Source: an optimization exercise on an open RTL-to-GDS flow (aim: a short achievable clock period and few clock cycles). Production flows keep margins and buffers that such runs may drop. In this exercise RTL edits were held to simulation tests only and were not proved equivalent to the original. Power is estimated from default activity; no workload was simulated.

--- flow/config.mk ---
export PLATFORM = sky130hd
export DESIGN_NAME = image_thresholder
export DESIGN_NICKNAME = image_thresholder
export VERILOG_FILES = /design/flow/design.v
export SDC_FILE = /design/flow/constraint.sdc
export NUM_CORES = 4
export LEC_CHECK = 0
export ABC_CLOCK_PERIOD_IN_PS = 100
export CAP_MARGIN = 20
export CORE_MARGIN = 2
export CORE_UTILIZATION = 40
export SLEW_MARGIN = 20
export SYNTH_HIERARCHICAL = 1
export SETUP_SLACK_MARGIN = 6.5
export TNS_END_PERCENT = 100
--- flow/constraint.sdc ---
create_clock -name core_clock -period 12.0 [get_ports {clk}]
set_input_delay 2.4000 -clock core_clock [delete_from_list [all_inputs] [get_ports {clk}]]
set_output_delay 2.4000 -clock core_clock [all_outputs]
set_load 0.01 [all_outputs]
--- flow/design.v ---
module image_thresholder (
    input  wire        clk,
    input  wire        rst,           
    input  wire        cmd_valid,
    output wire        cmd_ready,
    input  wire [31:0] cmd_data,
    input  wire [7:0]  rd_idx,
    output reg  [31:0] rd_data,
    output wire        out_valid,
    input  wire        out_ready,
    output wire [7:0]  out_data,
    output wire        out_last
);
    localparam BUF_BYTES = 256;
    localparam NAME_MAX  = 16;
    localparam [2:0] S_IDLE  = 3'd0;
    localparam [2:0] S_LOAD  = 3'd1;
    localparam [2:0] S_EMIT  = 3'd2;
    localparam [2:0] S_DONE  = 3'd3;
    localparam [2:0] S_ERROR = 3'd4;
    localparam [3:0] ERR_DIM      = 4'd1;
    localparam [3:0] ERR_CAPACITY = 4'd2;
    localparam [3:0] ERR_OVERRUN  = 4'd3;
    localparam [3:0] ERR_UNDERRUN = 4'd4;
    localparam [3:0] ERR_SEQUENCE = 4'd5;
    localparam [3:0] ERR_OPCODE   = 4'd6;
    localparam [3:0] ERR_RESERVED = 4'd7;
    localparam [3:0] ERR_NAME     = 4'd8;
    localparam [7:0] OP_NOP    = 8'h00;
    localparam [7:0] OP_SETW   = 8'h01;
    localparam [7:0] OP_SETH   = 8'h02;
    localparam [7:0] OP_SETF   = 8'h03;
    localparam [7:0] OP_NCLR   = 8'h04;
    localparam [7:0] OP_NBYTE  = 8'h05;
    localparam [7:0] OP_START  = 8'h08;
    localparam [7:0] OP_PIXEL  = 8'h09;
    localparam [7:0] OP_THRESH = 8'h0A;
    localparam [7:0] OP_FINISH = 8'h0B;
    localparam [7:0] OP_ABORT  = 8'h0F;
    localparam [2:0] P_MARK = 3'd0;
    localparam [2:0] P_NAME = 3'd1;
    localparam [2:0] P_C1   = 3'd2;
    localparam [2:0] P_BL   = 3'd3;
    localparam [2:0] P_C2   = 3'd4;
    localparam [2:0] P_RS   = 3'd5;
    localparam [2:0] P_C3   = 3'd6;
    localparam [2:0] P_PAY  = 3'd7;
    reg [2:0]  state;
    reg [3:0]  err;
    reg [23:0] width;
    reg [23:0] height;
    reg        flag_inv;
    reg        flag_lb;
    reg [4:0]  name_len;         
    reg [8:0]  row_stride;       
    reg [8:0]  byte_length;      
    reg [10:0] cur_x;            
    reg [8:0]  cur_y;            
    reg [8:0]  thresh_result;
    reg [9:0]  out_count;        
    reg [7:0]  buffer [0:BUF_BYTES-1];
    reg [7:0]  name   [0:NAME_MAX-1];
    wire [7:0]  op    = cmd_data[31:24];
    wire [23:0] imm   = cmd_data[23:0];
    reg op_known;
    reg op_resv_bits;
    always @(*) begin
        op_known     = 1'b1;
        op_resv_bits = 1'b0;
        case (op)
            OP_NOP, OP_NCLR, OP_START, OP_FINISH, OP_ABORT: op_resv_bits = (imm != 24'd0);
            OP_SETF:                                        op_resv_bits = (imm[23:2] != 22'd0);
            OP_NBYTE:                                       op_resv_bits = (imm[23:8] != 16'd0);
            OP_SETW, OP_SETH, OP_PIXEL, OP_THRESH:          op_resv_bits = 1'b0;
            default:                                        op_known = 1'b0;
        endcase
    end
    wire st_cfg   = (state == S_IDLE) || (state == S_DONE) || (state == S_ERROR);
    wire st_load  = (state == S_LOAD);
    wire st_error = (state == S_ERROR);
    reg op_legal;
    always @(*) begin
        case (op)
            OP_NOP, OP_THRESH, OP_ABORT:                            op_legal = 1'b1;
            OP_SETW, OP_SETH, OP_SETF, OP_NCLR, OP_NBYTE, OP_START: op_legal = st_cfg;
            OP_PIXEL, OP_FINISH:                                    op_legal = st_load;
            default:                                                op_legal = 1'b0;
        endcase
    end
    reg        start_pend;       
    reg [1:0]  thr_busy;         
    reg [1:0]  dims_age;         
    assign cmd_ready = (state != S_EMIT) && !start_pend && (thr_busy == 2'd0);
    wire   cmd_fire  = cmd_valid && cmd_ready;
    wire   cmd_ok    = cmd_fire && op_known && !op_resv_bits && op_legal;
    wire [21:0] w_rs_full = width[23:3] + {20'd0, (width[2:0] != 3'd0)};
    reg  [8:0]  da_rs;
    reg  [8:0]  da_h;
    reg         da_big;
    reg         da_zero;
    always @(posedge clk) begin
        da_rs   <= w_rs_full[8:0];
        da_h    <= height[8:0];
        da_big  <= (w_rs_full > 22'd256) || (height > 24'd256);
        da_zero <= (width == 24'd0) || (height == 24'd0);
    end
    wire [17:0] da_bl = da_h * da_rs;
    reg  [8:0]  db_rs;
    reg  [8:0]  db_bl;
    reg         db_fits;
    reg         db_zero;
    always @(posedge clk) begin
        db_rs   <= da_rs;
        db_bl   <= da_bl[8:0];
        db_fits <= !da_big && (da_bl <= 18'd256);
        db_zero <= da_zero;
    end
    wire dims_ok = (dims_age == 2'd2);
    reg  x_last;
    reg  y_full;
    wire w_is1     = (width == 24'd1);
    wire x_next_ls = ({13'd0, cur_x} + 24'd2 == width);
    wire y_next_fl = ({15'd0, cur_y} + 24'd1 == height);
    reg        p1_v;
    reg [23:0] p1_rgb;
    reg [2:0]  p1_pos;
    reg        p1_flush;
    reg [7:0]  pack;
    reg [7:0]  wq;               
    reg        p2_we;
    reg [7:0]  p2_addr;
    reg [7:0]  gd [0:15];        
    wire [9:0] p1_sum   = {2'b00, p1_rgb[23:16]} + {2'b00, p1_rgb[15:8]} + {2'b00, p1_rgb[7:0]};
    wire       p1_bit   = (p1_sum >= 10'd381) ^ flag_inv;
    wire [7:0] p1_merge = pack | ({7'd0, p1_bit} << (3'd7 - p1_pos));
    reg [23:0] thr_rgb;
    reg [9:0]  thr_sum;
    wire [9:0] thr_gray = thr_sum / 10'd3;
    reg        out_v;
    reg [7:0]  out_r;
    reg        out_l;
    assign out_valid = out_v;
    assign out_data  = out_r;
    assign out_last  = out_l;
    wire   out_fire  = out_v && out_ready;
    reg [2:0]  g_phase;
    reg [4:0]  g_idx;
    reg [7:0]  g_addr;
    reg        g_nib;
    reg        g_lf;
    reg [8:0]  g_col;
    reg [7:0]  g_pb;             
    reg [7:0]  rptr;
    reg [7:0]  s1 [0:15];        
    wire [7:0] rq = s1[rptr[7:4]];
    integer gi;
    always @(posedge clk)
        for (gi = 0; gi < 16; gi = gi + 1)
            s1[gi] <= buffer[{gi[3:0], rptr[3:0]}];
    reg [1:0]  bl_h, rs_h;
    reg [6:0]  bl_r, rs_r;
    reg [3:0]  bl_t, bl_o, rs_t, rs_o;
    reg [1:0]  bl_nd, rs_nd;
    always @(posedge clk) begin
        bl_h  <= (byte_length >= 9'd200) ? 2'd2 : (byte_length >= 9'd100) ? 2'd1 : 2'd0;
        bl_r  <= (byte_length >= 9'd200) ? byte_length - 9'd200 :
                 (byte_length >= 9'd100) ? byte_length - 9'd100 : byte_length;
        rs_h  <= (row_stride >= 9'd200) ? 2'd2 : (row_stride >= 9'd100) ? 2'd1 : 2'd0;
        rs_r  <= (row_stride >= 9'd200) ? row_stride - 9'd200 :
                 (row_stride >= 9'd100) ? row_stride - 9'd100 : row_stride;
        bl_t  <= bl_r / 7'd10;
        bl_o  <= bl_r % 7'd10;
        rs_t  <= rs_r / 7'd10;
        rs_o  <= rs_r % 7'd10;
        bl_nd <= (bl_h != 2'd0) ? 2'd3 : (bl_r >= 7'd10) ? 2'd2 : 2'd1;
        rs_nd <= (rs_h != 2'd0) ? 2'd3 : (rs_r >= 7'd10) ? 2'd2 : 2'd1;
    end
    reg [1:0] bl_h2, rs_h2;
    always @(posedge clk) begin
        bl_h2 <= bl_h;
        rs_h2 <= rs_h;
    end
    wire [3:0] g_nibv = g_nib ? g_pb[3:0] : g_pb[7:4];
    wire [7:0] g_hex  = (g_nibv < 4'd10) ? (8'h30 + {4'd0, g_nibv}) : (8'h37 + {4'd0, g_nibv});
    wire [3:0] bl_dig = (g_idx[1:0] == 2'd0) ? {2'd0, bl_h2} : (g_idx[1:0] == 2'd1) ? bl_t : bl_o;
    wire [3:0] rs_dig = (g_idx[1:0] == 2'd0) ? {2'd0, rs_h2} : (g_idx[1:0] == 2'd1) ? rs_t : rs_o;
    reg [7:0] g_byte;
    always @(*) begin
        case (g_phase)
            P_MARK:           g_byte = (g_idx[1:0] == 2'd1) ? 8'h44 : 8'h47;
            P_NAME:           g_byte = name[g_idx[3:0]];
            P_C1, P_C2, P_C3: g_byte = 8'h2C;
            P_BL:             g_byte = {4'h3, bl_dig};
            P_RS:             g_byte = {4'h3, rs_dig};
            default:          g_byte = g_lf ? 8'h0A : g_hex;
        endcase
    end
    wire g_last = (g_phase == P_PAY) && !g_lf && g_nib && ({1'b0, g_addr} == byte_length - 9'd1);
    wire [31:0] rd_q;
    wire [7:0] vn0 = ~{err, 1'b0, state};
    wire [23:0] vn1 = ~width;
    wire [23:0] vn2 = ~height;
    wire [1:0] vn3 = ~{flag_lb, flag_inv};
    wire [4:0] vn4 = ~name_len;
    wire [8:0] vn5 = ~row_stride;
    wire [8:0] vn6 = ~byte_length;
    wire [10:0] vn7 = ~cur_x;
    wire [8:0] vn8 = ~cur_y;
    wire [8:0] vn9 = ~thresh_result;
    wire [9:0] vn10 = ~out_count;
    wire [13:0] rd_seln0;
    wire rd_hzn0;
    image_thresholder_rddec u_rddec0 (.idx(rd_idx[3:0]), .seln(rd_seln0));
    image_thresholder_rdhzn u_rdhzn0 (.idx(rd_idx[7:4]), .hzn(rd_hzn0));
    wire [13:0] rd_seln1;
    wire rd_hzn1;
    image_thresholder_rddec u_rddec1 (.idx(rd_idx[3:0]), .seln(rd_seln1));
    image_thresholder_rdhzn u_rdhzn1 (.idx(rd_idx[7:4]), .hzn(rd_hzn1));
    wire [13:0] rd_seln2;
    wire rd_hzn2;
    image_thresholder_rddec u_rddec2 (.idx(rd_idx[3:0]), .seln(rd_seln2));
    image_thresholder_rdhzn u_rdhzn2 (.idx(rd_idx[7:4]), .hzn(rd_hzn2));
    wire [13:0] rd_seln3;
    wire rd_hzn3;
    image_thresholder_rddec u_rddec3 (.idx(rd_idx[3:0]), .seln(rd_seln3));
    image_thresholder_rdhzn u_rdhzn3 (.idx(rd_idx[7:4]), .hzn(rd_hzn3));
    wire rd_u0_0;
    image_thresholder_oai22 u_rd_u0_0 (.a1(rd_seln0[0]), .a2(vn0[0]), .b1(rd_seln0[1]), .b2(vn1[0]), .y(rd_u0_0));
    wire rd_u0_1;
    image_thresholder_oai22 u_rd_u0_1 (.a1(rd_seln0[2]), .a2(vn2[0]), .b1(rd_seln0[3]), .b2(vn3[0]), .y(rd_u0_1));
    wire rd_u0_2;
    image_thresholder_oai22 u_rd_u0_2 (.a1(rd_seln0[4]), .a2(vn4[0]), .b1(rd_seln0[5]), .b2(vn5[0]), .y(rd_u0_2));
    wire rd_u0_3;
    image_thresholder_oai22 u_rd_u0_3 (.a1(rd_seln0[6]), .a2(vn6[0]), .b1(rd_seln0[7]), .b2(vn7[0]), .y(rd_u0_3));
    wire rd_u0_4;
    image_thresholder_oai22 u_rd_u0_4 (.a1(rd_seln0[8]), .a2(vn8[0]), .b1(rd_seln0[9]), .b2(vn9[0]), .y(rd_u0_4));
    wire rd_u0_5;
    image_thresholder_oai22 u_rd_u0_5 (.a1(rd_seln0[10]), .a2(vn10[0]), .b1(1'b1), .b2(1'b1), .y(rd_u0_5));
    wire rd_n0_0;
    image_thresholder_nor3 u_rd_n0_0 (.a(rd_u0_0), .b(rd_u0_1), .c(rd_u0_2), .y(rd_n0_0));
    wire rd_n0_1;
    image_thresholder_nor3 u_rd_n0_1 (.a(rd_u0_3), .b(rd_u0_4), .c(rd_u0_5), .y(rd_n0_1));
    image_thresholder_aoi21 u_rd_q0 (.a1(rd_n0_0), .a2(rd_n0_1), .b(rd_hzn0), .y(rd_q[0]));
    wire rd_u1_0;
    image_thresholder_oai22 u_rd_u1_0 (.a1(rd_seln0[0]), .a2(vn0[1]), .b1(rd_seln0[1]), .b2(vn1[1]), .y(rd_u1_0));
    wire rd_u1_1;
    image_thresholder_oai22 u_rd_u1_1 (.a1(rd_seln0[2]), .a2(vn2[1]), .b1(rd_seln0[3]), .b2(vn3[1]), .y(rd_u1_1));
    wire rd_u1_2;
    image_thresholder_oai22 u_rd_u1_2 (.a1(rd_seln0[4]), .a2(vn4[1]), .b1(rd_seln0[5]), .b2(vn5[1]), .y(rd_u1_2));
    wire rd_u1_3;
    image_thresholder_oai22 u_rd_u1_3 (.a1(rd_seln0[6]), .a2(vn6[1]), .b1(rd_seln0[7]), .b2(vn7[1]), .y(rd_u1_3));
    wire rd_u1_4;
    image_thresholder_oai22 u_rd_u1_4 (.a1(rd_seln0[8]), .a2(vn8[1]), .b1(rd_seln0[9]), .b2(vn9[1]), .y(rd_u1_4));
    wire rd_u1_5;
    image_thresholder_oai22 u_rd_u1_5 (.a1(rd_seln0[10]), .a2(vn10[1]), .b1(1'b1), .b2(1'b1), .y(rd_u1_5));
    wire rd_n1_0;
    image_thresholder_nor3 u_rd_n1_0 (.a(rd_u1_0), .b(rd_u1_1), .c(rd_u1_2), .y(rd_n1_0));
    wire rd_n1_1;
    image_thresholder_nor3 u_rd_n1_1 (.a(rd_u1_3), .b(rd_u1_4), .c(rd_u1_5), .y(rd_n1_1));
    image_thresholder_aoi21 u_rd_q1 (.a1(rd_n1_0), .a2(rd_n1_1), .b(rd_hzn0), .y(rd_q[1]));
    wire rd_u2_0;
    image_thresholder_oai22 u_rd_u2_0 (.a1(rd_seln0[0]), .a2(vn0[2]), .b1(rd_seln0[1]), .b2(vn1[2]), .y(rd_u2_0));
    wire rd_u2_1;
    image_thresholder_oai22 u_rd_u2_1 (.a1(rd_seln0[2]), .a2(vn2[2]), .b1(rd_seln0[4]), .b2(vn4[2]), .y(rd_u2_1));
    wire rd_u2_2;
    image_thresholder_oai22 u_rd_u2_2 (.a1(rd_seln0[5]), .a2(vn5[2]), .b1(rd_seln0[6]), .b2(vn6[2]), .y(rd_u2_2));
    wire rd_u2_3;
    image_thresholder_oai22 u_rd_u2_3 (.a1(rd_seln0[7]), .a2(vn7[2]), .b1(rd_seln0[8]), .b2(vn8[2]), .y(rd_u2_3));
    wire rd_u2_4;
    image_thresholder_oai22 u_rd_u2_4 (.a1(rd_seln0[9]), .a2(vn9[2]), .b1(rd_seln0[10]), .b2(vn10[2]), .y(rd_u2_4));
    wire rd_n2_0;
    image_thresholder_nor3 u_rd_n2_0 (.a(rd_u2_0), .b(rd_u2_1), .c(rd_u2_2), .y(rd_n2_0));
    wire rd_n2_1;
    image_thresholder_nor3 u_rd_n2_1 (.a(rd_u2_3), .b(rd_u2_4), .c(1'b0), .y(rd_n2_1));
    image_thresholder_aoi21 u_rd_q2 (.a1(rd_n2_0), .a2(rd_n2_1), .b(rd_hzn0), .y(rd_q[2]));
    wire rd_u3_0;
    image_thresholder_oai22 u_rd_u3_0 (.a1(rd_seln0[1]), .a2(vn1[3]), .b1(rd_seln0[2]), .b2(vn2[3]), .y(rd_u3_0));
    wire rd_u3_1;
    image_thresholder_oai22 u_rd_u3_1 (.a1(rd_seln0[4]), .a2(vn4[3]), .b1(rd_seln0[5]), .b2(vn5[3]), .y(rd_u3_1));
    wire rd_u3_2;
    image_thresholder_oai22 u_rd_u3_2 (.a1(rd_seln0[6]), .a2(vn6[3]), .b1(rd_seln0[7]), .b2(vn7[3]), .y(rd_u3_2));
    wire rd_u3_3;
    image_thresholder_oai22 u_rd_u3_3 (.a1(rd_seln0[8]), .a2(vn8[3]), .b1(rd_seln0[9]), .b2(vn9[3]), .y(rd_u3_3));
    wire rd_u3_4;
    image_thresholder_oai22 u_rd_u3_4 (.a1(rd_seln0[10]), .a2(vn10[3]), .b1(1'b1), .b2(1'b1), .y(rd_u3_4));
    wire rd_n3_0;
    image_thresholder_nor3 u_rd_n3_0 (.a(rd_u3_0), .b(rd_u3_1), .c(rd_u3_2), .y(rd_n3_0));
    wire rd_n3_1;
    image_thresholder_nor3 u_rd_n3_1 (.a(rd_u3_3), .b(rd_u3_4), .c(1'b0), .y(rd_n3_1));
    image_thresholder_aoi21 u_rd_q3 (.a1(rd_n3_0), .a2(rd_n3_1), .b(rd_hzn0), .y(rd_q[3]));
    wire rd_u4_0;
    image_thresholder_oai22 u_rd_u4_0 (.a1(rd_seln0[0]), .a2(vn0[4]), .b1(rd_seln0[1]), .b2(vn1[4]), .y(rd_u4_0));
    wire rd_u4_1;
    image_thresholder_oai22 u_rd_u4_1 (.a1(rd_seln0[2]), .a2(vn2[4]), .b1(rd_seln0[4]), .b2(vn4[4]), .y(rd_u4_1));
    wire rd_u4_2;
    image_thresholder_oai22 u_rd_u4_2 (.a1(rd_seln0[5]), .a2(vn5[4]), .b1(rd_seln0[6]), .b2(vn6[4]), .y(rd_u4_2));
    wire rd_u4_3;
    image_thresholder_oai22 u_rd_u4_3 (.a1(rd_seln0[7]), .a2(vn7[4]), .b1(rd_seln0[8]), .b2(vn8[4]), .y(rd_u4_3));
    wire rd_u4_4;
    image_thresholder_oai22 u_rd_u4_4 (.a1(rd_seln0[9]), .a2(vn9[4]), .b1(rd_seln0[10]), .b2(vn10[4]), .y(rd_u4_4));
    wire rd_u4_5;
    image_thresholder_oai22 u_rd_u4_5 (.a1(rd_seln0[13]), .a2(1'b0), .b1(1'b1), .b2(1'b1), .y(rd_u4_5));
    wire rd_n4_0;
    image_thresholder_nor3 u_rd_n4_0 (.a(rd_u4_0), .b(rd_u4_1), .c(rd_u4_2), .y(rd_n4_0));
    wire rd_n4_1;
    image_thresholder_nor3 u_rd_n4_1 (.a(rd_u4_3), .b(rd_u4_4), .c(rd_u4_5), .y(rd_n4_1));
    image_thresholder_aoi21 u_rd_q4 (.a1(rd_n4_0), .a2(rd_n4_1), .b(rd_hzn0), .y(rd_q[4]));
    wire rd_u5_0;
    image_thresholder_oai22 u_rd_u5_0 (.a1(rd_seln0[0]), .a2(vn0[5]), .b1(rd_seln0[1]), .b2(vn1[5]), .y(rd_u5_0));
    wire rd_u5_1;
    image_thresholder_oai22 u_rd_u5_1 (.a1(rd_seln0[2]), .a2(vn2[5]), .b1(rd_seln0[5]), .b2(vn5[5]), .y(rd_u5_1));
    wire rd_u5_2;
    image_thresholder_oai22 u_rd_u5_2 (.a1(rd_seln0[6]), .a2(vn6[5]), .b1(rd_seln0[7]), .b2(vn7[5]), .y(rd_u5_2));
    wire rd_u5_3;
    image_thresholder_oai22 u_rd_u5_3 (.a1(rd_seln0[8]), .a2(vn8[5]), .b1(rd_seln0[9]), .b2(vn9[5]), .y(rd_u5_3));
    wire rd_u5_4;
    image_thresholder_oai22 u_rd_u5_4 (.a1(rd_seln0[10]), .a2(vn10[5]), .b1(1'b1), .b2(1'b1), .y(rd_u5_4));
    wire rd_n5_0;
    image_thresholder_nor3 u_rd_n5_0 (.a(rd_u5_0), .b(rd_u5_1), .c(rd_u5_2), .y(rd_n5_0));
    wire rd_n5_1;
    image_thresholder_nor3 u_rd_n5_1 (.a(rd_u5_3), .b(rd_u5_4), .c(1'b0), .y(rd_n5_1));
    image_thresholder_aoi21 u_rd_q5 (.a1(rd_n5_0), .a2(rd_n5_1), .b(rd_hzn0), .y(rd_q[5]));
    wire rd_u6_0;
    image_thresholder_oai22 u_rd_u6_0 (.a1(rd_seln1[0]), .a2(vn0[6]), .b1(rd_seln1[1]), .b2(vn1[6]), .y(rd_u6_0));
    wire rd_u6_1;
    image_thresholder_oai22 u_rd_u6_1 (.a1(rd_seln1[2]), .a2(vn2[6]), .b1(rd_seln1[5]), .b2(vn5[6]), .y(rd_u6_1));
    wire rd_u6_2;
    image_thresholder_oai22 u_rd_u6_2 (.a1(rd_seln1[6]), .a2(vn6[6]), .b1(rd_seln1[7]), .b2(vn7[6]), .y(rd_u6_2));
    wire rd_u6_3;
    image_thresholder_oai22 u_rd_u6_3 (.a1(rd_seln1[8]), .a2(vn8[6]), .b1(rd_seln1[9]), .b2(vn9[6]), .y(rd_u6_3));
    wire rd_u6_4;
    image_thresholder_oai22 u_rd_u6_4 (.a1(rd_seln1[10]), .a2(vn10[6]), .b1(1'b1), .b2(1'b1), .y(rd_u6_4));
    wire rd_n6_0;
    image_thresholder_nor3 u_rd_n6_0 (.a(rd_u6_0), .b(rd_u6_1), .c(rd_u6_2), .y(rd_n6_0));
    wire rd_n6_1;
    image_thresholder_nor3 u_rd_n6_1 (.a(rd_u6_3), .b(rd_u6_4), .c(1'b0), .y(rd_n6_1));
    image_thresholder_aoi21 u_rd_q6 (.a1(rd_n6_0), .a2(rd_n6_1), .b(rd_hzn1), .y(rd_q[6]));
    wire rd_u7_0;
    image_thresholder_oai22 u_rd_u7_0 (.a1(rd_seln1[0]), .a2(vn0[7]), .b1(rd_seln1[1]), .b2(vn1[7]), .y(rd_u7_0));
    wire rd_u7_1;
    image_thresholder_oai22 u_rd_u7_1 (.a1(rd_seln1[2]), .a2(vn2[7]), .b1(rd_seln1[5]), .b2(vn5[7]), .y(rd_u7_1));
    wire rd_u7_2;
    image_thresholder_oai22 u_rd_u7_2 (.a1(rd_seln1[6]), .a2(vn6[7]), .b1(rd_seln1[7]), .b2(vn7[7]), .y(rd_u7_2));
    wire rd_u7_3;
    image_thresholder_oai22 u_rd_u7_3 (.a1(rd_seln1[8]), .a2(vn8[7]), .b1(rd_seln1[9]), .b2(vn9[7]), .y(rd_u7_3));
    wire rd_u7_4;
    image_thresholder_oai22 u_rd_u7_4 (.a1(rd_seln1[10]), .a2(vn10[7]), .b1(1'b1), .b2(1'b1), .y(rd_u7_4));
    wire rd_n7_0;
    image_thresholder_nor3 u_rd_n7_0 (.a(rd_u7_0), .b(rd_u7_1), .c(rd_u7_2), .y(rd_n7_0));
    wire rd_n7_1;
    image_thresholder_nor3 u_rd_n7_1 (.a(rd_u7_3), .b(rd_u7_4), .c(1'b0), .y(rd_n7_1));
    image_thresholder_aoi21 u_rd_q7 (.a1(rd_n7_0), .a2(rd_n7_1), .b(rd_hzn1), .y(rd_q[7]));
    wire rd_u8_0;
    image_thresholder_oai22 u_rd_u8_0 (.a1(rd_seln1[1]), .a2(vn1[8]), .b1(rd_seln1[2]), .b2(vn2[8]), .y(rd_u8_0));
    wire rd_u8_1;
    image_thresholder_oai22 u_rd_u8_1 (.a1(rd_seln1[5]), .a2(vn5[8]), .b1(rd_seln1[6]), .b2(vn6[8]), .y(rd_u8_1));
    wire rd_u8_2;
    image_thresholder_oai22 u_rd_u8_2 (.a1(rd_seln1[7]), .a2(vn7[8]), .b1(rd_seln1[8]), .b2(vn8[8]), .y(rd_u8_2));
    wire rd_u8_3;
    image_thresholder_oai22 u_rd_u8_3 (.a1(rd_seln1[9]), .a2(vn9[8]), .b1(rd_seln1[10]), .b2(vn10[8]), .y(rd_u8_3));
    wire rd_u8_4;
    image_thresholder_oai22 u_rd_u8_4 (.a1(rd_seln1[12]), .a2(1'b0), .b1(1'b1), .b2(1'b1), .y(rd_u8_4));
    wire rd_n8_0;
    image_thresholder_nor3 u_rd_n8_0 (.a(rd_u8_0), .b(rd_u8_1), .c(rd_u8_2), .y(rd_n8_0));
    wire rd_n8_1;
    image_thresholder_nor3 u_rd_n8_1 (.a(rd_u8_3), .b(rd_u8_4), .c(1'b0), .y(rd_n8_1));
    image_thresholder_aoi21 u_rd_q8 (.a1(rd_n8_0), .a2(rd_n8_1), .b(rd_hzn1), .y(rd_q[8]));
    wire rd_u9_0;
    image_thresholder_oai22 u_rd_u9_0 (.a1(rd_seln1[1]), .a2(vn1[9]), .b1(rd_seln1[2]), .b2(vn2[9]), .y(rd_u9_0));
    wire rd_u9_1;
    image_thresholder_oai22 u_rd_u9_1 (.a1(rd_seln1[7]), .a2(vn7[9]), .b1(rd_seln1[10]), .b2(vn10[9]), .y(rd_u9_1));
    wire rd_n9_0;
    image_thresholder_nor3 u_rd_n9_0 (.a(rd_u9_0), .b(rd_u9_1), .c(1'b0), .y(rd_n9_0));
    image_thresholder_aoi21 u_rd_q9 (.a1(rd_n9_0), .a2(1'b1), .b(rd_hzn1), .y(rd_q[9]));
    wire rd_u10_0;
    image_thresholder_oai22 u_rd_u10_0 (.a1(rd_seln1[1]), .a2(vn1[10]), .b1(rd_seln1[2]), .b2(vn2[10]), .y(rd_u10_0));
    wire rd_u10_1;
    image_thresholder_oai22 u_rd_u10_1 (.a1(rd_seln1[7]), .a2(vn7[10]), .b1(1'b1), .b2(1'b1), .y(rd_u10_1));
    wire rd_n10_0;
    image_thresholder_nor3 u_rd_n10_0 (.a(rd_u10_0), .b(rd_u10_1), .c(1'b0), .y(rd_n10_0));
    image_thresholder_aoi21 u_rd_q10 (.a1(rd_n10_0), .a2(1'b1), .b(rd_hzn1), .y(rd_q[10]));
    wire rd_u11_0;
    image_thresholder_oai22 u_rd_u11_0 (.a1(rd_seln1[1]), .a2(vn1[11]), .b1(rd_seln1[2]), .b2(vn2[11]), .y(rd_u11_0));
    wire rd_n11_0;
    image_thresholder_nor3 u_rd_n11_0 (.a(rd_u11_0), .b(1'b0), .c(1'b0), .y(rd_n11_0));
    image_thresholder_aoi21 u_rd_q11 (.a1(rd_n11_0), .a2(1'b1), .b(rd_hzn1), .y(rd_q[11]));
    wire rd_u12_0;
    image_thresholder_oai22 u_rd_u12_0 (.a1(rd_seln2[1]), .a2(vn1[12]), .b1(rd_seln2[2]), .b2(vn2[12]), .y(rd_u12_0));
    wire rd_n12_0;
    image_thresholder_nor3 u_rd_n12_0 (.a(rd_u12_0), .b(1'b0), .c(1'b0), .y(rd_n12_0));
    image_thresholder_aoi21 u_rd_q12 (.a1(rd_n12_0), .a2(1'b1), .b(rd_hzn2), .y(rd_q[12]));
    wire rd_u13_0;
    image_thresholder_oai22 u_rd_u13_0 (.a1(rd_seln2[1]), .a2(vn1[13]), .b1(rd_seln2[2]), .b2(vn2[13]), .y(rd_u13_0));
    wire rd_n13_0;
    image_thresholder_nor3 u_rd_n13_0 (.a(rd_u13_0), .b(1'b0), .c(1'b0), .y(rd_n13_0));
    image_thresholder_aoi21 u_rd_q13 (.a1(rd_n13_0), .a2(1'b1), .b(rd_hzn2), .y(rd_q[13]));
    wire rd_u14_0;
    image_thresholder_oai22 u_rd_u14_0 (.a1(rd_seln2[1]), .a2(vn1[14]), .b1(rd_seln2[2]), .b2(vn2[14]), .y(rd_u14_0));
    wire rd_n14_0;
    image_thresholder_nor3 u_rd_n14_0 (.a(rd_u14_0), .b(1'b0), .c(1'b0), .y(rd_n14_0));
    image_thresholder_aoi21 u_rd_q14 (.a1(rd_n14_0), .a2(1'b1), .b(rd_hzn2), .y(rd_q[14]));
    wire rd_u15_0;
    image_thresholder_oai22 u_rd_u15_0 (.a1(rd_seln2[1]), .a2(vn1[15]), .b1(rd_seln2[2]), .b2(vn2[15]), .y(rd_u15_0));
    wire rd_n15_0;
    image_thresholder_nor3 u_rd_n15_0 (.a(rd_u15_0), .b(1'b0), .c(1'b0), .y(rd_n15_0));
    image_thresholder_aoi21 u_rd_q15 (.a1(rd_n15_0), .a2(1'b1), .b(rd_hzn2), .y(rd_q[15]));
    wire rd_u16_0;
    image_thresholder_oai22 u_rd_u16_0 (.a1(rd_seln2[1]), .a2(vn1[16]), .b1(rd_seln2[2]), .b2(vn2[16]), .y(rd_u16_0));
    wire rd_n16_0;
    image_thresholder_nor3 u_rd_n16_0 (.a(rd_u16_0), .b(1'b0), .c(1'b0), .y(rd_n16_0));
    image_thresholder_aoi21 u_rd_q16 (.a1(rd_n16_0), .a2(1'b1), .b(rd_hzn2), .y(rd_q[16]));
    wire rd_u17_0;
    image_thresholder_oai22 u_rd_u17_0 (.a1(rd_seln2[1]), .a2(vn1[17]), .b1(rd_seln2[2]), .b2(vn2[17]), .y(rd_u17_0));
    wire rd_n17_0;
    image_thresholder_nor3 u_rd_n17_0 (.a(rd_u17_0), .b(1'b0), .c(1'b0), .y(rd_n17_0));
    image_thresholder_aoi21 u_rd_q17 (.a1(rd_n17_0), .a2(1'b1), .b(rd_hzn2), .y(rd_q[17]));
    wire rd_u18_0;
    image_thresholder_oai22 u_rd_u18_0 (.a1(rd_seln3[1]), .a2(vn1[18]), .b1(rd_seln3[2]), .b2(vn2[18]), .y(rd_u18_0));
    wire rd_n18_0;
    image_thresholder_nor3 u_rd_n18_0 (.a(rd_u18_0), .b(1'b0), .c(1'b0), .y(rd_n18_0));
    image_thresholder_aoi21 u_rd_q18 (.a1(rd_n18_0), .a2(1'b1), .b(rd_hzn3), .y(rd_q[18]));
    wire rd_u19_0;
    image_thresholder_oai22 u_rd_u19_0 (.a1(rd_seln3[1]), .a2(vn1[19]), .b1(rd_seln3[2]), .b2(vn2[19]), .y(rd_u19_0));
    wire rd_n19_0;
    image_thresholder_nor3 u_rd_n19_0 (.a(rd_u19_0), .b(1'b0), .c(1'b0), .y(rd_n19_0));
    image_thresholder_aoi21 u_rd_q19 (.a1(rd_n19_0), .a2(1'b1), .b(rd_hzn3), .y(rd_q[19]));
    wire rd_u20_0;
    image_thresholder_oai22 u_rd_u20_0 (.a1(rd_seln3[1]), .a2(vn1[20]), .b1(rd_seln3[2]), .b2(vn2[20]), .y(rd_u20_0));
    wire rd_n20_0;
    image_thresholder_nor3 u_rd_n20_0 (.a(rd_u20_0), .b(1'b0), .c(1'b0), .y(rd_n20_0));
    image_thresholder_aoi21 u_rd_q20 (.a1(rd_n20_0), .a2(1'b1), .b(rd_hzn3), .y(rd_q[20]));
    wire rd_u21_0;
    image_thresholder_oai22 u_rd_u21_0 (.a1(rd_seln3[1]), .a2(vn1[21]), .b1(rd_seln3[2]), .b2(vn2[21]), .y(rd_u21_0));
    wire rd_n21_0;
    image_thresholder_nor3 u_rd_n21_0 (.a(rd_u21_0), .b(1'b0), .c(1'b0), .y(rd_n21_0));
    image_thresholder_aoi21 u_rd_q21 (.a1(rd_n21_0), .a2(1'b1), .b(rd_hzn3), .y(rd_q[21]));
    wire rd_u22_0;
    image_thresholder_oai22 u_rd_u22_0 (.a1(rd_seln3[1]), .a2(vn1[22]), .b1(rd_seln3[2]), .b2(vn2[22]), .y(rd_u22_0));
    wire rd_n22_0;
    image_thresholder_nor3 u_rd_n22_0 (.a(rd_u22_0), .b(1'b0), .c(1'b0), .y(rd_n22_0));
    image_thresholder_aoi21 u_rd_q22 (.a1(rd_n22_0), .a2(1'b1), .b(rd_hzn3), .y(rd_q[22]));
    wire rd_u23_0;
    image_thresholder_oai22 u_rd_u23_0 (.a1(rd_seln3[1]), .a2(vn1[23]), .b1(rd_seln3[2]), .b2(vn2[23]), .y(rd_u23_0));
    wire rd_n23_0;
    image_thresholder_nor3 u_rd_n23_0 (.a(rd_u23_0), .b(1'b0), .c(1'b0), .y(rd_n23_0));
    image_thresholder_aoi21 u_rd_q23 (.a1(rd_n23_0), .a2(1'b1), .b(rd_hzn3), .y(rd_q[23]));
    assign rd_q[31:24] = 8'd0;
    always @(*) rd_data = rd_q;
    wire start_go = (start_pend || (cmd_ok && op == OP_START)) && dims_ok;
    always @(posedge clk) begin
        if (rst) begin
            state         <= S_IDLE;
            err           <= 4'd0;
            width         <= 24'd0;
            height        <= 24'd0;
            flag_inv      <= 1'b0;
            flag_lb       <= 1'b0;
            name_len      <= 5'd0;
            row_stride    <= 9'd0;
            byte_length   <= 9'd0;
            cur_x         <= 11'd0;
            cur_y         <= 9'd0;
            thresh_result <= 9'd0;
            out_count     <= 10'd0;
            start_pend    <= 1'b0;
            thr_busy      <= 2'd0;
            dims_age      <= 2'd0;
            p1_v          <= 1'b0;
            p2_we         <= 1'b0;
            out_v         <= 1'b0;
            out_l         <= 1'b0;
        end else begin
            if (dims_age != 2'd2)
                dims_age <= dims_age + 2'd1;
            if (thr_busy == 2'd1) begin
                thr_sum  <= {2'b00, thr_rgb[23:16]} + {2'b00, thr_rgb[15:8]} + {2'b00, thr_rgb[7:0]};
                thr_busy <= 2'd2;
            end else if (thr_busy == 2'd2) begin
                thresh_result <= {(thr_sum >= 10'd381), thr_gray[7:0]};
                thr_busy      <= 2'd0;
            end
            p1_v  <= 1'b0;
            p2_we <= 1'b0;
            if (p1_v) begin
                if (p1_flush) begin
                    pack    <= 8'h00;
                    p2_we   <= 1'b1;
                    p2_addr <= wq;
                    wq      <= wq + 8'd1;
                end else begin
                    pack    <= p1_merge;
                end
            end
            if (out_fire) begin
                out_count <= out_count + 10'd1;
                if (out_l) begin
                    out_v <= 1'b0;
                    out_l <= 1'b0;
                    state <= S_DONE;
                end else begin
                    out_r <= g_byte;
                    out_l <= g_last;
                    case (g_phase)
                        P_MARK: begin
                            if (g_idx[1:0] == 2'd2) begin
                                g_idx   <= 5'd0;
                                g_phase <= (name_len == 5'd0) ? P_C1 : P_NAME;
                            end else begin
                                g_idx <= g_idx + 5'd1;
                            end
                        end
                        P_NAME: begin
                            if (g_idx == name_len - 5'd1) begin
                                g_idx   <= 5'd0;
                                g_phase <= P_C1;
                            end else begin
                                g_idx <= g_idx + 5'd1;
                            end
                        end
                        P_C1: begin
                            g_phase <= P_BL;
                            g_idx   <= {3'd0, 2'd3 - bl_nd};
                        end
                        P_BL: begin
                            if (g_idx[1:0] == 2'd2) g_phase <= P_C2;
                            g_idx <= g_idx + 5'd1;
                        end
                        P_C2: begin
                            g_phase <= P_RS;
                            g_idx   <= {3'd0, 2'd3 - rs_nd};
                        end
                        P_RS: begin
                            if (g_idx[1:0] == 2'd2) g_phase <= P_C3;
                            g_idx <= g_idx + 5'd1;
                        end
                        P_C3: begin
                            g_phase <= P_PAY;
                            g_addr  <= 8'd0;
                            g_nib   <= 1'b0;
                            g_col   <= 9'd0;
                            g_lf    <= flag_lb;
                            g_pb    <= rq;
                            rptr    <= 8'd1;
                        end
                        default: begin
                            if (g_lf) begin
                                g_lf <= 1'b0;
                            end else if (!g_nib) begin
                                g_nib <= 1'b1;
                            end else begin
                                g_nib  <= 1'b0;
                                g_addr <= g_addr + 8'd1;
                                g_pb   <= rq;
                                rptr   <= rptr + 8'd1;
                                if (g_col == row_stride - 9'd1) begin
                                    g_col <= 9'd0;
                                    g_lf  <= flag_lb;
                                end else begin
                                    g_col <= g_col + 9'd1;
                                end
                            end
                        end
                    endcase
                end
            end
            if (cmd_fire) begin
                if (!op_known) begin
                    if (!st_error) begin state <= S_ERROR; err <= ERR_OPCODE; end
                end else if (op_resv_bits) begin
                    if (!st_error) begin state <= S_ERROR; err <= ERR_RESERVED; end
                end else if (!op_legal) begin
                    if (!st_error) begin state <= S_ERROR; err <= ERR_SEQUENCE; end
                end else begin
                    case (op)
                        OP_SETW: begin
                            width    <= imm;
                            dims_age <= 2'd0;
                        end
                        OP_SETH: begin
                            height   <= imm;
                            dims_age <= 2'd0;
                        end
                        OP_SETF: begin
                            flag_inv <= imm[0];
                            flag_lb  <= imm[1];
                        end
                        OP_NCLR: name_len <= 5'd0;
                        OP_NBYTE: begin
                            if (name_len[4]) begin
                                if (!st_error) begin state <= S_ERROR; err <= ERR_NAME; end
                            end else begin
                                name_len <= name_len + 5'd1;
                            end
                        end
                        OP_START: begin
                            if (!dims_ok)
                                start_pend <= 1'b1;
                        end
                        OP_PIXEL: begin
                            if (y_full) begin
                                state <= S_ERROR;
                                err   <= ERR_OVERRUN;
                            end else begin
                                p1_v     <= 1'b1;
                                if (x_last) begin
                                    cur_x  <= 11'd0;
                                    cur_y  <= cur_y + 9'd1;
                                    x_last <= w_is1;
                                    y_full <= y_next_fl;
                                end else begin
                                    cur_x  <= cur_x + 11'd1;
                                    x_last <= x_next_ls;
                                end
                            end
                        end
                        OP_THRESH: thr_busy <= 2'd1;
                        OP_FINISH: begin
                            if (!y_full) begin
                                state <= S_ERROR;
                                err   <= ERR_UNDERRUN;
                            end else begin
                                state     <= S_EMIT;
                                out_count <= 10'd0;
                                out_v     <= 1'b1;
                                out_r     <= 8'h7E;
                                out_l     <= 1'b0;
                                g_phase   <= P_MARK;
                                g_idx     <= 5'd1;
                                rptr      <= 8'd0;
                            end
                        end
                        OP_ABORT: begin
                            state <= S_IDLE;
                            err   <= 4'd0;
                        end
                        default: ;
                    endcase
                end
            end
            if (start_go) begin
                start_pend <= 1'b0;
                if (db_zero) begin
                    state <= S_ERROR;
                    err   <= ERR_DIM;
                end else if (!db_fits) begin
                    state <= S_ERROR;
                    err   <= ERR_CAPACITY;
                end else begin
                    state       <= S_LOAD;
                    err         <= 4'd0;
                    row_stride  <= db_rs;
                    byte_length <= db_bl;
                    cur_x       <= 11'd0;
                    cur_y       <= 9'd0;
                    x_last      <= w_is1;
                    y_full      <= 1'b0;
                    out_count   <= 10'd0;
                    pack        <= 8'h00;
                    p1_v        <= 1'b0;
                    p2_we       <= 1'b0;
                    wq          <= 8'd0;
                end
            end
        end
    end
    always @(posedge clk) begin
        if (!rst && p1_v && p1_flush)
            gd[wq[7:4]] <= p1_merge;
    end
    always @(posedge clk) begin
        if (!rst && p2_we)
            buffer[p2_addr] <= gd[p2_addr[7:4]];
    end
    always @(posedge clk) begin
        if (!name_len[4])
            name[name_len[3:0]] <= imm[7:0];
    end
    always @(posedge clk) begin
        p1_rgb   <= imm;
        p1_pos   <= cur_x[2:0];
        p1_flush <= (cur_x[2:0] == 3'd7) || x_last;
        if (thr_busy == 2'd0)
            thr_rgb <= imm;
    end
endmodule
module image_thresholder_rddec (
    input  wire [3:0]  idx,
    output wire [13:0] seln
);
    wire [3:0] idxn;
    image_thresholder_inv4 u_inv (.a(idx), .y(idxn));
    genvar k;
    generate
        for (k = 0; k < 14; k = k + 1) begin : g_sel
            image_thresholder_nand4 u_nand (
                .a(k[3] ? idx[3] : idxn[3]), .b(k[2] ? idx[2] : idxn[2]),
                .c(k[1] ? idx[1] : idxn[1]), .d(k[0] ? idx[0] : idxn[0]),
                .y(seln[k]));
        end
    endgenerate
endmodule
module image_thresholder_rdhzn (
    input  wire [3:0] idx,
    output wire       hzn
);
    wire ha, hb;
    image_thresholder_nor2 u_ha (.a(idx[3]), .b(idx[2]), .y(ha));
    image_thresholder_nor2 u_hb (.a(idx[1]), .b(idx[0]), .y(hb));
    image_thresholder_nand2 u_hz (.a(ha), .b(hb), .y(hzn));
endmodule
module image_thresholder_inv4 (
    input  wire [3:0] a,
    output wire [3:0] y
);
    assign y = ~a;
endmodule
module image_thresholder_nand4 (
    input  wire a, b, c, d,
    output wire y
);
    assign y = ~(a & b & c & d);
endmodule
module image_thresholder_nand2 (
    input  wire a, b,
    output wire y
);
    assign y = ~(a & b);
endmodule
module image_thresholder_nor2 (
    input  wire a, b,
    output wire y
);
    assign y = ~(a | b);
endmodule
module image_thresholder_oai22 (
    input  wire a1, a2, b1, b2,
    output wire y
);
    assign y = ~((a1 | a2) & (b1 | b2));
endmodule
module image_thresholder_nor3 (
    input  wire a, b, c,
    output wire y
);
    assign y = ~(a | b | c);
endmodule
module image_thresholder_aoi21 (
    input  wire a1, a2, b,
    output wire y
);
    assign y = ~((a1 & a2) | b);
endmodule
--- flow/flow/run.sh ---
#!/bin/bash
set -e
MARGIN=6.5
{
  echo "export SETUP_SLACK_MARGIN = $MARGIN"
  echo "export TNS_END_PERCENT = 100"
} >> config.mk
bash standard.sh > standard.log 2>&1
--- flow/standard.sh ---
#!/bin/bash
# synth_recipe.tcl (not shown) runs the flow's synth.tcl, then flattens the netlist and writes it again
# the make line also repeats each setting of config.mk as NAME=value (left out here)
make -C /OpenROAD-flow-scripts/flow DESIGN_CONFIG=/design/flow/config.mk WORK_HOME=/design/flow/orfs CLKGATE_MAP_FILE= SYNTH_SCRIPT=/design/flow/synth_recipe.tcl "${@:-finish}"
==> flow_results.org, run 1 <==
** Global routing
- The first global-routing pass estimated 416000 µm of wire.
- The initial antenna violation count came to 10.
- Grt total ovfl :: 0
- Global routing usage summed across all routing layers :: 0.196
- The via count of the first global-routing pass was 59300.
- Entering global routing, the biggest net connects 105 pins.

** Route
- Once detail routing completed, the nets flagged for antenna violations numbered 0.
- For this block, the initial DRC count from the detailed router was 6806.
- DRC violations left :: 0
- The pre-antenna-repair detailed-routing pass consisted of 8 iterations.
- Routed WL :: 285000 µm
- Drt via density :: 5.63
- Routed len/inst :: 26.9 µm
- Vias :: 59600

** Flow run
- Number of maximum-capacitance violations :: 0

** STA
- Final Cycle Share :: 0.502
- Count of final max-slew check failures :: 0
- Setup repair after global routing missed its margin :: yes
- Based on the critical path, the design can be clocked at up to 166 MHz.
- Total negative slack for setup checks :: 0 ns
- Final-report setup violation count :: 0
- Worst-Margin Slew :: 1.15 ns
- Final min period :: 6.02 ns
- In this run the tightest slew margin relative to its limit is 0.230.
- Across the routed clock network, the largest skew measured is 0.0895 ns.
- The number of hold-slack violations in the final timing report is 0.

** Floorplan
- The die covers 287000 µm².
- I/O pin count :: 87
- The initial utilization of the core area, before any placement, comes to 0.402.
- Chip width :: 536 µm
- Measured along the y axis, the die boundary spans 536 µm.
- Number of core rows :: 195
- The core region is 282000 µm².

** Placement
- Once detailed placement completed, the half-perimeter wirelength came to 178000 µm.
- Weighted congestion reported at the end of routability-driven placement :: 0.903
- Including well taps, the total number of placed cells is 9990.
- In this run the cell area measured after placement is 119000 µm².
- Count of input and output buffers :: 78

** Cells and area
- Area Growth Syn to Fin :: 14.3%
- Fraction of layout cells with a size suffix above 1 :: 0.227
- For this run, the post-layout net count is 6810.
- Number of standard cells in the layout, taps in and fillers out :: 10600
- Final std cell area, no fill :: 129000 µm²
- After filler insertion, the fill cell instance count of the layout stands at 23700.

** Pwr
- Power density over the cells :: 159 nW/µm²
- Of the total power, the share spent switching nets is 0.212.
- The worst-case IR drop observed on VDD is 127 µV.
- Of the total power, the clock network draws 0.446.
- Net Sw Power :: 4.36 mW
- Of the total power, combinational logic draws 0.040.
- Leakage power of the design :: 41.8 nW
- The share of total power dissipated in sequential elements is 0.513.
- Cell internal power was estimated by the tool at 16.2 mW.

** Run status
- Outcome :: finished clean

** Setup path
- Critical setup path kind :: primary input to output port
- Library cell contributing the largest single delay on the critical path :: sky130_fd_sc_hd__nor3_4
- The largest single stage delay on the critical path is 0.26 ns.
- Crit end category :: output port
- STA classifies the critical path startpoint as a primary input.
- For the worst setup path, the data required time is 9.60 ns.
- Of all nets on the critical path, the largest fanout is 10.
- Traced cell by cell, the critical path runs through buf_16, clkinvlp_4, nand4_1, buf_6, o22ai_2, nor3_4, a21oi_2, buf_2.
- Number of buffer and inverter instances along the worst setup path :: 4
- STA puts the critical path data arrival time at 3.62 ns.
- Among cell families on the critical path, the largest total delay comes from buffers and inverters.

** Hold path
- The worst hold path belongs to the class flop to flop.

** Yosys
- For this run, the number of Yosys warnings is 8.
- Dividing the synthesized area by the synthesized cell count gives 17.9 µm².
- Area of the mapped netlist :: 113000 µm²
- Cell count after synthesis :: 6317

** CTS
- Hold-fix buffers, CTS :: 0
- CTS tree :: built
- The clock reaches the later pin of the worst-skew pair after 0.92 ns.
- TritonCTS created 300 clock buffers.
- The clock passes through at most 4 buffers.
- H-tree Lvls :: 5
- CTS placed an instance of sky130_fd_sc_hd__clkbuf_16 at the clock tree root.
- Clock tree sinks :: 2789
- Clk slew on worst S/H paths :: 0.06 ns
==> timing repair <==
action / CTS / global route
buffers inserted: 48 / 3
gates cloned: 2 / 0
resized for setup: 203 / 46
endpoints found under the setup margin: 74 / 64
pin swaps: 54 / 20
==> power groups by stage <==
stage          Sequential (mW)  Clock [mW]  Combinational (mW)
2_1_floorplan             10.7           0               0.552
3_3_place_gp              10.7           0               0.806
3_5_place_dp              10.7           0               0.810
4_1_cts                   10.5        9.31               0.826
5_1_grt                   10.5        9.69               0.879
6_report                  10.5        9.17               0.822
==> worst paths after layout <==
path	start	endpoint	slack, ns	cells past startpoint
min reg2reg	da_zero	db_zero	0.33	0
max	rd_idx[2]	rd_data[4]	5.98	8
max reg2reg	da_rs[2]	db_fits	6.96	16
min	da_zero	db_zero	0.33	0
==> layout make-up <==
class | count | area [µm²] | share of cell area
antenna | 3 | 7.51 | 0.0000580
clock buffer | 394 | 8260 | 0.0639
clock inverter | 152 | 1520 | 0.0117
inverter | 275 | 1070 | 0.00828
multi-input combinational | 3007 | 31700 | 0.245
sequential | 2789 | 80000 | 0.619
tap | 3743 | 4680 | 0.0362
timing repair buffer | 233 | 2130 | 0.0164
==> sequential cells by signal, indices dropped and copies added, names as in the netlist, 10 cells and up, named ones only <==
signal	flops
buffer	2048
out_count	10
thr_sum	10
height	24
gd	128
name	128
p1_rgb	24
s1	128
width	24
thr_rgb	24
cur_x	11
==> stage by stage <==
step	worst slack (ns)	util	hold slack [ns]	power [mW]
floorplan	6.46	-	0.310	11.3
global placement	4.27	0.421	0.316	11.6
detailed placement	4.24	0.421	0.313	11.6
CTS	6.01	0.458	0.326	20.7
global route	5.93	0.459	0.341	21.1
finish	5.98	0.459	0.327	20.5
==> metal layers <==
layer  track usage  wire [µm]  vias up  share of wire
met5             0          0        -              0
met4        0.0482       6950        0          0.024
met2         0.304     132000     2209           0.46
li1              -          -    25500              -
met1         0.287     125000    31500           0.44
met3        0.0359      20800      381          0.073
==> cells in the final DEF (no fill, tap or decap), types with 68 or more instances in the layout <==
master,instances
sky130_fd_sc_hd__nor2_1,509
sky130_fd_sc_hd__a21oi_1,122
sky130_fd_sc_hd__conb_1,77
sky130_fd_sc_hd__mux4_2,716
sky130_fd_sc_hd__mux2i_1,87
sky130_fd_sc_hd__fa_1,68
sky130_fd_sc_hd__edfxtp_1,2415
sky130_fd_sc_hd__nand2_1,231
sky130_fd_sc_hd__inv_1,263
sky130_fd_sc_hd__ha_1,92
sky130_fd_sc_hd__xnor2_1,104
sky130_fd_sc_hd__clkbuf_16,308
sky130_fd_sc_hd__dfxtp_1,372
sky130_fd_sc_hd__buf_4,129
sky130_fd_sc_hd__nand3_1,92
sky130_fd_sc_hd__o21ai_0,85
Testbench counts, summed over its fixed seeds: cycles 107,009.
==> run 2, diff against run 1 <==
--- a/flow/config.mk
+++ b/flow/config.mk
@@ -10,3 +10,3 @@
 export CORE_MARGIN = 2
-export CORE_UTILIZATION = 40
+export CORE_UTILIZATION = 55
 export SLEW_MARGIN = 20
==> run 2 against run 1 <==
Still clean. Register-to-register slack better by 0.22 ns. Flip-flop and latch count unchanged. Sequential power barely moved. Combinational power is 0.7% lower.
==> flow_results.org, run 2 <==
** Run status
- Outcome :: finished clean

** Cells and area
- Across the whole layout, storage elements account for 80000 µm².
- In the layout the commonest cells are 2415 x sky130_fd_sc_hd__edfxtp_1, 716 x sky130_fd_sc_hd__mux4_2, 505 x sky130_fd_sc_hd__nor2_1, 372 x sky130_fd_sc_hd__dfxtp_1, 310 x sky130_fd_sc_hd__clkbuf_16.
- At the end of the flow the core is filled with cells to 0.624.
- Flip-flop count of the largest register after layout :: 2048
- From synthesis to final layout, the design area changed by 12.8%.
- Largest reg by FF count :: buffer
- The library cell used most frequently in the layout, excluding fill and tap cells, is sky130_fd_sc_hd__edfxtp_1.
- The finished layout holds 9521 standard cells, fillers aside.
- Final std cell area, no fill :: 128000 µm²
- In the final layout, the share of cells above drive strength 1 is 0.221.
- At the end of the flow, the number of nets in the layout was 6813.
- After filler insertion, the fill cell instance count of the layout stands at 14500.
- Area taken by multi-input logic gates :: 31700 µm²

** STA
- Final min period :: 6.00 ns
- Fmax achieved :: 167 MHz
- Slack of the critical path :: 6.00 ns
- Dividing the final minimum period by the clock period gives 0.500.
- The tightest hold path in the finished design has a slack of 0.328 ns.
- For the final routed database, the setup TNS stands at 0 ns.
- In this run the tightest slew margin relative to its limit is 0.135.
- Number of hold violations in the final report :: 0
- Final-report setup violation count :: 0
- Worst-Margin Slew :: 1.30 ns
- Setup repair after global routing could not meet its margin everywhere.
- Fin Clk Skew :: 0.0581 ns
- Count of final max-slew check failures :: 0

** Route
- The detail route stage leaves a number of antenna-violating nets equal to 0.
- Drt via density :: 6.21
- Number of DRC markers in iteration 0 :: 5973
- The first TritonRoute pass finished after 5 iterations.
- Routed len/inst :: 29.5 µm
- The routed design has 281000 µm of wire.
- For this run, design rule violations remaining after detail routing come to 0.
- Vias :: 59100

** CTS
- In this run, post-CTS hold repair placed 0 buffers.
- Bufs on Longest Clock Path :: 4
- The later pin in the worst-skew pair is clocked with a latency of 0.92 ns.
- CTS Buf Count :: 302
- Clock tree synthesis found a total of 2789 sinks.
- Clk slew on worst S/H paths :: 0.06 ns
- CTS root buffer :: sky130_fd_sc_hd__clkbuf_16
- TritonCTS built the clock tree.
- The H-tree generated during clock tree synthesis spans 5 levels.

** Setup path
- Grouping stages by cell kind, the critical path spends the most delay in buffers and inverters.
- The critical path is of the primary input to output port type.
- STA puts the critical path data arrival time at 3.60 ns.
- Type of origin of the critical path :: primary input
- The slowest stage of the critical path belongs to the cell sky130_fd_sc_hd__a21oi_2.
- Together, buffers and inverters on the worst path number 5.
- For the worst flop-to-flop path, the logic depth is 16.
- Largest fanout on the critical path :: 7
- Critical Path Most Common Cell :: sky130_fd_sc_hd__buf_6
- Critical Path, Cell by Cell :: buf_12, clkinvlp_4, nand4_1, buf_6, buf_6, o22ai_2, nor3_2, a21oi_2, buf_2
- For this run, the slowest stage of the critical path takes 0.18 ns.
- Crit path required time :: 9.60 ns
- Count of cell instances traversed by the critical path :: 9
- The worst setup path is captured at an output port.

** Placement
- Worst slack after detailed placement :: 4.65 ns
- Count of input and output buffers :: 78
- Weighted congestion reported at the end of routability-driven placement :: 0.865
- After detailed placement, the total cell area comes to 117000 µm².
- In this run, placement finished with an instance count of 8936.
- Detailed placement ended at an HPWL of 174000 µm.

** Yosys
- Cell count after synthesis :: 6317
- Ys Warns :: 8
- Area of the mapped netlist :: 113000 µm²
- Mean cell area of the mapped netlist :: 17.9 µm²

** Floorplan
- Starting density of the core :: 0.553
- The die is 458 µm wide.
- 87 I/O pins were placed.
- Die Y-Extent :: 458 µm
- Die area :: 209000 µm²
- Number of core rows :: 166
- Floorplan core area :: 205000 µm²

** Pwr
- For this design the static power due to leakage is 41.6 nW.
- The worst-case IR drop observed on VDD is 150 µV.
- Total chip power :: 20.2 mW
- Power density over the cells :: 158 nW/µm²

** Global routing
- For this run the aggregate overflow at the end of global routing stands at 0.
- Largest net degree at the start of global routing :: 225
- Wire length of the first global-routing pass :: 409000 µm
- Vias in the first global route :: 58600
- In the global route stage, overall resource usage came out at 0.269.
- The initial antenna violation count was 8.

** Hold path
- Classification of the worst-slack hold path :: flop to flop
- The worst hold path was traced through 0 stages.

** Flow run
- The tool flagged a number of max-cap violations equal to 0.
-- run 2: final timing paths --
| path | startpoint | end | slack [ns] |
|---|---|---|---|
| setup / recovery | rd_idx[2] | rd_data[0] | 6.00 |
| hold / removal | da_zero | db_zero | 0.33 |
| setup reg to reg | da_rs[2] | db_fits | 7.18 |
| hold reg to reg | da_zero | db_zero | 0.33 |
-- run 2: routing by layer --
metal / global-route usage / share of wire / vias to the layer above
met3: 0.0370 / 0.062 / 435
met1: 0.393 / 0.42 / 31200
li1: - / - / 25500
met4: 0.0790 / 0.030 / 0
met5: 0 / 0 / -
met2: 0.430 / 0.49 / 2043
-- run 2: layout make-up --
cell class / instances / area share
flip-flops and latches: 2789 / 0.627
multi-input cells: 3007 / 0.248
repair buffers: 234 / 0.0173
inverters: 275 / 0.00829
diodes: 2 / 0.0000392
clock buffers: 425 / 0.0662
clock inverters: 101 / 0.00710
well taps: 2688 / 0.0263
-- run 2: worst reg2reg max path, stage by stage, from the launching register on --
cell and delay (ns):
sky130_fd_sc_hd__dfxtp_1 0.59, sky130_fd_sc_hd__nand2_1 0.15, sky130_fd_sc_hd__fa_1 0.53, sky130_fd_sc_hd__fa_1 0.53, sky130_fd_sc_hd__inv_1 0.05, sky130_fd_sc_hd__ha_1 0.26
sky130_fd_sc_hd__inv_1 0.05, sky130_fd_sc_hd__fa_1 0.59, sky130_fd_sc_hd__inv_1 0.06, sky130_fd_sc_hd__ha_1 0.29, sky130_fd_sc_hd__a21o_1 0.18, sky130_fd_sc_hd__a21oi_1 0.22
sky130_fd_sc_hd__xnor2_1 0.13, sky130_fd_sc_hd__o31ai_1 0.48, sky130_fd_sc_hd__o2111ai_1 0.20, sky130_fd_sc_hd__nor4_1 0.26, sky130_fd_sc_hd__and3_1 0.19
-- run 2: repair_timing --
| item | 4_1_cts | 5_1_grt |
|---|---|---|
| resized for setup | 202 | 28 |
| pin swaps | 50 | 36 |
| buffers inserted | 42 | 8 |
| endpoints found under the setup margin | 24 | 24 |
| cloned | 1 | 2 |
-- run 2: power breakdown --
| part | internal (mW) | switching, mW | leakage, nW | total (mW) |
|---|---|---|---|---|
| Sequential | 10.5 | 0.0783 | 24.9 | 10.6 |
| Combinational | 0.369 | 0.446 | 12.2 | 0.816 |
| Clock | 5.22 | 3.65 | 4.57 | 8.87 |
| Total | 16.1 | 4.18 | 41.6 | 20.2 |
==> run 3, diff against run 2 <==
--- a/flow/design.v
+++ b/flow/design.v
@@ -60,3 +60,3 @@
     reg [9:0]  out_count;        
-    reg [7:0]  buffer [0:BUF_BYTES-1];
+    reg [8*BUF_BYTES-1:0] buffer;    
     reg [7:0]  name   [0:NAME_MAX-1];
@@ -158,3 +158,3 @@
         for (gi = 0; gi < 16; gi = gi + 1)
-            s1[gi] <= buffer[{gi[3:0], rptr[3:0]}];
+            s1[gi] <= buffer[{gi[3:0], rptr[3:0], 3'd0} +: 8];
     reg [1:0]  bl_h, rs_h;
@@ -669,5 +669,7 @@
     end
+    integer bi;
     always @(posedge clk) begin
-        if (!rst && p2_we)
-            buffer[p2_addr] <= gd[p2_addr[7:4]];
+        for (bi = 0; bi < BUF_BYTES; bi = bi + 1)
+            if (!rst && p2_we && (p2_addr == bi))
+                buffer[8*bi +: 8] <= gd[bi / 16];
     end
==> run 3 against run 2 <==
Final area decreased by 0.89%. Area after synthesis fell by 0.99%. Sequential share of layout area up 0.50 points. Critical path depth fell by 1. Utilization is 0.14 points higher. Power hardly changed. Clock-buffer cell count rose by 27. Cell count is 0.89% lower. Register-to-register slack worse by 0.05 ns. Synthesized cell count fell by 1.1%. Clock skew decreased by 0.00070 ns. Hold slack better by 0.0019 ns.
==> flow_results.org, run 3 <==
** CTS
- TritonCTS built the clock tree.
- The tree is rooted in a sky130_fd_sc_hd__clkbuf_16.
- Hold-fix buffers, CTS :: 0
- The tree built by TritonCTS fans out to 2785 sinks.
- H-tree Lvls :: 5
- Clk slew on worst S/H paths :: 0.06 ns
- Counting the buffers created by CTS gives 300.
- Bufs on Longest Clock Path :: 4
- The clock reaches the later pin of the worst-skew pair after 0.94 ns.

** Global routing
- The via count of the first global-routing pass was 58000.
- Largest net degree at the start of global routing :: 148
- Wire length of the first global-routing pass :: 408000 µm
- Global routing usage summed across all routing layers :: 0.272
- Number of antenna violations at the first check in global routing :: 12
- The total overflow left after global routing is 0.

** Route
- Post-route ant nets :: 0
- Drt via density :: 6.14
- DRC violations left :: 0
- In the final routed layout, each cell accounts on average for 29.7 µm.
- Count of TritonRoute iterations in the first routing pass :: 7
- Routed WL :: 281000 µm
- After the first detailed-routing iteration, the DRC count stood at 6300.
- Vias :: 57900

** STA
- Rel. slew slack :: 0.173
- The number of max-slew violations in the final report was 0.
- In the final timing run, aggregate negative setup slack is 0 ns.
- Fin Clk Skew :: 0.0574 ns
- Setup repair after global routing could not meet its margin everywhere.
- The number of hold-slack violations in the final timing report was 0.
- At the pin with the least slew margin, the transition time is 1.24 ns.
- Final min period :: 5.99 ns
- Final-report setup violation count :: 0
- Final Cycle Share :: 0.499
- For this run, the top clock speed supported by timing is 167 MHz.

** Setup path
- Together, buffers and inverters on the worst path number 4.
- Among all stages on the critical path, the largest delay is contributed by sky130_fd_sc_hd__o22ai_1.
- Walking the worst path, the cells encountered are bufbuf_16, buf_6, nand4_1, buf_4, o22ai_1, nor3_2, a21oi_2, buf_2.
- The most critical setup path has its startpoint at rd_idx[3].
- Counting cells, the worst reg-to-reg path comes to 17.
- For the worst setup path, the data required time is 9.60 ns.
- The startpoint identified for the worst register-to-register timing path is da_h[5].
- Counting buffers and inverters, the worst setup path is 8 cells deep.
- The largest single stage delay on the critical path is 0.23 ns.
- Crit end category :: output port
- Critical setup path kind :: primary input to output port
- Type of origin of the critical path :: primary input
- Largest fanout on the critical path :: 4
- Broken down by cell family, the worst path's largest delay share belongs to buffers and inverters.
- Data on the critical path arrives at its endpoint at 3.59 ns.

** Pwr
- Of the total power, the share spent switching nets is 0.206.
- The internal portion of the total power is 16.1 mW.
- Peak VDD IR :: 160 µV
- Sequential Power Share :: 0.521
- Net Sw Power :: 4.17 mW
- Part of the total power dissipated in combinational logic :: 0.041
- In this run the power density over the cells is 160 nW/µm².
- Of the total power, the clock network draws 0.438.
- Leakage power of the design :: 40.8 nW

** Floorplan
- The floorplan has 165 rows.
- Starting density of the core :: 0.554
- The die is 455 µm wide.
- Floorplan core area :: 202000 µm²
- The die covers 207000 µm².
- From bottom edge to top edge, the die measures 455 µm.
- Pin placement for this block handled 87 I/O pins.

** Run status
- Outcome :: finished clean

** Hold path
- The worst hold path was traced through 0 stages.
- Min-delay src :: da_zero
- Classification of the worst-slack hold path :: flop to flop

** Cells and area
- The register with the most flip-flops in the layout has 2048 of them.
- In the final layout, the share of cells above drive strength 1 is 0.221.
- The library cell used most frequently in the layout, excluding fill and tap cells, is sky130_fd_sc_hd__edfxtp_1.
- The final layout contains 6740 nets.
- Area Growth Syn to Fin :: 12.9%
- Highest-count cells in the layout ignoring fill and taps :: 2415 x sky130_fd_sc_hd__edfxtp_1, 685 x sky130_fd_sc_hd__mux4_2, 480 x sky130_fd_sc_hd__nor2_1, 369 x sky130_fd_sc_hd__dfxtp_1, 312 x sky130_fd_sc_hd__clkbuf_16
- Number of standard cells in the layout, taps in and fillers out :: 9436
- More flip-flops sit in one register than any other, and that register is buffer.
- Area taken by multi-input logic gates :: 30800 µm²
- Filler cell count in the final layout :: 14400
- Once layout is complete, the utilization of the core stands at 0.625.
- Storage element area :: 79900 µm²

** Yosys
- For this run, the number of Yosys warnings is 8.
- Area of the mapped netlist :: 112000 µm²
- Cell count after synthesis :: 6246
- A synthesized cell averages 17.9 µm².

** Placement
- The congestion estimate from routability-driven global placement came to 0.905.
- Count of input and output buffers :: 78
- Post-detailed-placement half-perimeter wirelength :: 177000 µm
- The number of placed instances, taps included, is 8837.

** Flow run
- The tool flagged a number of max-cap violations equal to 0.
## run 3: cell type report
cell class                      instances  area share
Antenna cell                            2   0.0000395
Clock buffer                          452      0.0693
Clock inverter                         76     0.00501
Inverter                              274     0.00839
Multi-Input combinational cell       2955       0.243
Sequential cell                      2785       0.632
Tap cell                             2672      0.0264
Timing Repair Buffer                  220      0.0162
## run 3: repair_timing
action                     in CTS  in global routing
gates cloned                    4                  1
pin swaps                      63                 30
setup endpoints to repair      95                123
gates resized for setup       209                 30
setup buffers                  55                  5
## run 3: final timing paths
| path | to | slack [ns] |
|---|---|---|
| setup / recovery | rd_data[4] | 6.01 |
| hold / removal | db_zero | 0.33 |
| setup reg to reg | db_fits | 7.13 |
| hold reg to reg | db_zero | 0.33 |
## run 3: layer usage
metal	vias up	routed length, µm	global-route usage
li1	25100	-	-
met1	30100	114000	0.377
met2	2229	136000	0.439
met3	469	20900	0.0521
met4	0	9760	0.0901
met5	-	0	0
## run 3: power by group through the flow
| stage | clock network (mW) | logic, mW | registers [mW] |
|---|---|---|---|
| after floorplan | 0 | 0.528 | 10.7 |
| after global placement | 0 | 0.819 | 10.7 |
| after detailed placement | 0 | 0.822 | 10.7 |
| after CTS | 9.00 | 0.841 | 10.5 |
| after global routing | 9.39 | 0.881 | 10.5 |
| final | 8.85 | 0.836 | 10.5 |
## run 3: per-stage QoR
| stage | power [mW] | area, µm² | hold WS, ns | setup WS, ns |
|---|---|---|---|---|
| 2_1_floorplan | 11.2 | 112000 | 0.310 | 6.46 |
| 3_3_place_gp | 11.6 | 116000 | 0.320 | 4.62 |
| 3_5_place_dp | 11.6 | 116000 | 0.322 | 4.61 |
| 4_1_cts | 20.4 | 126000 | 0.329 | 6.04 |
| 5_1_grt | 20.8 | 127000 | 0.347 | 5.95 |
| 6_report | 20.2 | 127000 | 0.329 | 6.01 |
Testbench counts of run 3, summed over its fixed seeds: cycles 107,009.

-- static timing again, ports no longer ideal --
In the flow no input, the clock included, has a driving cell. The finished layouts below were timed again as built, in two steps. Step 1 assumes that a clkbuf_16 drives the clock port and a buf_2 every other input. Step 2 times the ports against the registers' clock, not the clock port: input delays grow and output delays shrink by t, the midpoint of the rising clock arrivals with the driver on. a / b / c = ideal / step 1 / step 2; a / b = the first two.
run	shift t [ns]	slack for setup (ns)	cell pins on the clock port's net
run 1	0.962	5.975 / 5.852 / 5.646	1
run 2	0.978	5.995 / 5.904 / 5.904	1
run 3	1.014	6.014 / 5.859 / 5.735	1
After both steps setup and hold are still met in every run listed. For run 1, which loses most, drivers alone change the setup slack by -0.123 ns; drivers and shift together by -0.329 ns.
